Context: an optimization exercise on an open-source flow, tuned for small area, a short achievable clock period and few clock cycles. The choices shown serve that exercise and are no tape-out recipe. In this exercise RTL edits were held to simulation tests only and were not proved equivalent to the original. Power and IR drop assume default switching activity.

## sdseq
module sdseq (
    input             clk,
    input             rst,           
    input             op_valid,
    output            op_ready,
    input      [7:0]  op_code,
    input      [63:0] op_arg,
    output reg        rsp_valid,
    output reg [3:0]  rsp_err,
    output     [63:0] rsp_data,
    output reg        cmd_valid,
    output     [24:0] cmd_word,
    input             eng_done,
    output     [14:0] sdcr1,
    output     [14:0] sdcr2,
    output     [27:0] sdtr1,
    output     [27:0] sdtr2,
    output     [24:5] sdcmr,
    output     [13:1] sdrtr,
    output reg        busy,            
    output reg        clk_gate,
    output reg        handle_valid,
    output reg        handle_bank,
    output reg [2:0]  phase1,
    output reg [2:0]  phase2,
    output reg [1:0]  delay_ok,
    output reg        refresh_programmed,
    output     [1:0]  ready
);
Settings: LEC_CHECK=0, ABC_AREA=1, CAP_MARGIN=20, CORE_MARGIN=2, CORE_UTILIZATION=40, SETUP_SLACK_MARGIN=5, SLEW_MARGIN=20; clock period 10.0 ns.
standard.sh (not shown) runs the stock make flow with config.mk's settings and CLKGATE_MAP_FILE= SYNTH_SCRIPT=/design/flow/synth_recipe.tcl, a recipe that flattens the netlist after the stock synthesis.
==> flow/flow/run.sh <==
#!/bin/bash
set -euo pipefail
bash standard.sh "BUFFER_PORTS_ARGS=-buffer_cell sky130_fd_sc_hd__buf_1" SETUP_SLACK_MARGIN=6.25 finish > standard_flow.log 2>&1
Testbench counts at the start, summed over its fixed seeds: cycles 14,549.
Then changed:
==> flow/flow/run.sh (replaced) <==
#!/bin/bash
# The standard layout (standard.sh), with the ports buffered by the
# smallest buffer cell (sky130_fd_sc_hd__buf_1) instead of the default delay
# buffer; the resizer still upsizes any that timing or slew needs.
set -euo pipefail
bash standard.sh "BUFFER_PORTS_ARGS=-buffer_cell sky130_fd_sc_hd__buf_1" finish > standard_flow.log 2>&1
=> Combinational power is lower by roughly a tenth; wire length falls by a few percent; clock skew falls by 0.0057 ns; cell count decreases by a few percent; global-route usage goes down by 1.2 points; synthesized area is unchanged; setup slack degrades by 0.98 ns; worst hold slack barely changes; power went down slightly; fmax is lower by about a fifth; clock power hardly moves.


Starting RTL as in the previous note.
==> flow/config.mk <==
export PLATFORM = sky130hd
export DESIGN_NAME = sdseq
export DESIGN_NICKNAME = sdseq
export VERILOG_FILES = /design/flow/design.v
export SDC_FILE = /design/flow/constraint.sdc
export NUM_CORES = 4
export LEC_CHECK = 0
export ABC_AREA = 1
export CAP_MARGIN = 20
export CORE_MARGIN = 2
export CORE_UTILIZATION = 40
export SETUP_SLACK_MARGIN = 5
export SLEW_MARGIN = 20
==> flow/constraint.sdc <==
create_clock -name core_clock -period 10.0 [get_ports {clk}]
set_input_delay 2.0000 -clock core_clock [delete_from_list [all_inputs] [get_ports {clk}]]
set_output_delay 2.0000 -clock core_clock [all_outputs]
set_load 0.01 [all_outputs]
==> flow/flow/run.sh <==
#!/bin/bash
set -euo pipefail
bash standard.sh "BUFFER_PORTS_ARGS=-buffer_cell sky130_fd_sc_hd__buf_1" SETUP_SLACK_MARGIN=6.5 finish > standard_flow.log 2>&1
The starting point finished with timing, DRC and antenna clean.
Testbench counts at the start, summed over its fixed seeds: cycles 14,549.
Change:
==> flow/flow/run.sh (replaced) <==
#!/bin/bash
set -euo pipefail
bash standard.sh "BUFFER_PORTS_ARGS=-buffer_cell sky130_fd_sc_hd__buf_1" SETUP_SLACK_MARGIN=6 finish > standard_flow.log 2>&1
ABC_AREA = not set   (was 1)
=> Routed wire length drops by about 6%; worst setup slack degrades by 0.60 ns; utilization drops by 2.8 points; die area drops by 3.2%.
Change:
ABC_AREA = 1   (was not set)
=> The new run went through all stages and came out clean. Combinational power fell by 26%. Worst setup slack gets better by 0.22 ns. Die area rose by about 3.3%. Count of clock-buffer cells in the layout fell by 10. Power fell by about 8%. Worst hold slack gets better by 0.0053 ns. Area after synthesis rose by 3.3%.
Change:
==> flow/flow/run.sh (replaced) <==
#!/bin/bash
set -euo pipefail
bash standard.sh "BUFFER_PORTS_ARGS=-buffer_cell sky130_fd_sc_hd__buf_1" SETUP_SLACK_MARGIN=6.5 finish > standard_flow.log 2>&1
ABC_AREA = not set   (was 1)
=> The new run completed without violations; wire length went up by 12%; power increases by 16%; fmax fell by 1.3%; setup slack gets worse by 0.051 ns.


Starting RTL as in the previous note.
// sdseq
module sdseq (
    input             clk,
    input             rst,           
    input             op_valid,
    output            op_ready,
    input      [7:0]  op_code,
    input      [63:0] op_arg,
    output reg        rsp_valid,
    output reg [3:0]  rsp_err,
    output     [63:0] rsp_data,
    output reg        cmd_valid,
    output     [24:0] cmd_word,
    input             eng_done,
    output     [14:0] sdcr1,
    output     [14:0] sdcr2,
    output     [27:0] sdtr1,
    output     [27:0] sdtr2,
    output     [24:5] sdcmr,
    output     [13:1] sdrtr,
    output reg        busy,            
    output reg        clk_gate,
    output reg        handle_valid,
    output reg        handle_bank,
    output reg [2:0]  phase1,
    output reg [2:0]  phase2,
    output reg [1:0]  delay_ok,
    output reg        refresh_programmed,
    output     [1:0]  ready
);
export LEC_CHECK = 0
export ABC_AREA = 1
export CAP_MARGIN = 20
export CORE_MARGIN = 2
export CORE_UTILIZATION = 40
export SETUP_SLACK_MARGIN = 5
export SLEW_MARGIN = 20
create_clock -name core_clock -period 10.0 [get_ports {clk}]
==> flow/flow/run.sh <==
#!/bin/bash
set -euo pipefail
bash standard.sh "BUFFER_PORTS_ARGS=-buffer_cell sky130_fd_sc_hd__buf_1" SETUP_SLACK_MARGIN=5.75 finish > standard_flow.log 2>&1
Testbench counts at the start, summed over its fixed seeds: cycles 14,549.
==> next run, changes <==
--- a/flow/config.mk
+++ b/flow/config.mk
@@ -6,5 +6,4 @@
 export NUM_CORES = 4
 export LEC_CHECK = 0
-export ABC_AREA = 1
 export CAP_MARGIN = 20
 export CORE_MARGIN = 2
=> The changed run completed with no timing, DRC or antenna violations. Via count is lower by 7.1%. First-iteration DRC count is lower by 7.5%. Total power is higher by 6.8%. Count of clock-buffer cells in the layout is higher by 9. Utilization is higher by 2.0 points. Clock power stays flat. Cell count is lower by 13%. Synthesized area is lower by 3.2%. Maximum frequency is lower by 3.8%.
==> next run, changes <==
==> flow/flow/run.sh (replaced) <==
#!/bin/bash
set -euo pipefail
bash standard.sh "BUFFER_PORTS_ARGS=-buffer_cell sky130_fd_sc_hd__buf_1" SETUP_SLACK_MARGIN=5.5 finish > standard_flow.log 2>&1
Setup slack loses 0.16 ns.
Utilization went down by 1.2 points.
Design area fell by 2.5%.
Clock skew increases by 0.040 ns.
Register-to-register slack got worse by 0.09 ns.
Sequential cell count is unchanged.
Synthesized cell count is unchanged.

port drivers added, routing unchanged:
No port has a modelled driver above. Below, the same layouts with a new extraction and two added sets of constraints. Step 1: set_driving_cell puts a clkbuf_16 on clk and a buf_2 on each other input, an assumption about the parent block. Step 2 moves the port delays by t, midway between the first and last clock arrival at a register: inputs arrive t later, outputs are due t later. That takes back most of the time a late clock gives input paths. Three values: ideal, step 1, step 2; two values: the first two.
| run | t, ns | slack for setup (ns) | hold WS [ns] |
|---|---|---|---|
| the first run of note 1 | 0.619 | 6.287 / 6.273 / 5.703 | 0.458 / 0.458 / 0.458 |
| the second run of note 1 | 0.616 | 5.310 / 5.310 / 4.984 | 0.459 / 0.459 / 0.459 |
| the first run of note 2 | 0.629 | 6.463 / 6.481 / 5.863 | 0.454 / 0.454 / 0.454 |
| the second run of note 2 | 0.653 | 5.867 / 5.867 / 5.360 | 0.454 / 0.454 / 0.454 |
| the third run of note 2 | 0.631 | 6.082 / 6.022 / 5.545 | 0.460 / 0.460 / 0.460 |
| the fourth run of note 2 | 0.645 | 6.031 / 6.037 / 5.393 | 0.465 / 0.465 / 0.465 |
| the first run of note 3 | 0.628 | 5.953 / 5.986 / 5.362 | 0.460 / 0.460 / 0.460 |
| the second run of note 3 | 0.633 | 5.791 / 5.791 / 5.216 | 0.452 / 0.452 / 0.452 |
| the third run of note 3 | 0.637 | 5.626 / 5.661 / 5.024 | 0.450 / 0.450 / 0.450 |
After both steps setup and hold are still met in every run listed. The setup slack of the fourth run of note 2, which loses most, moves by +0.006 ns with the drivers and by -0.638 ns with both steps.
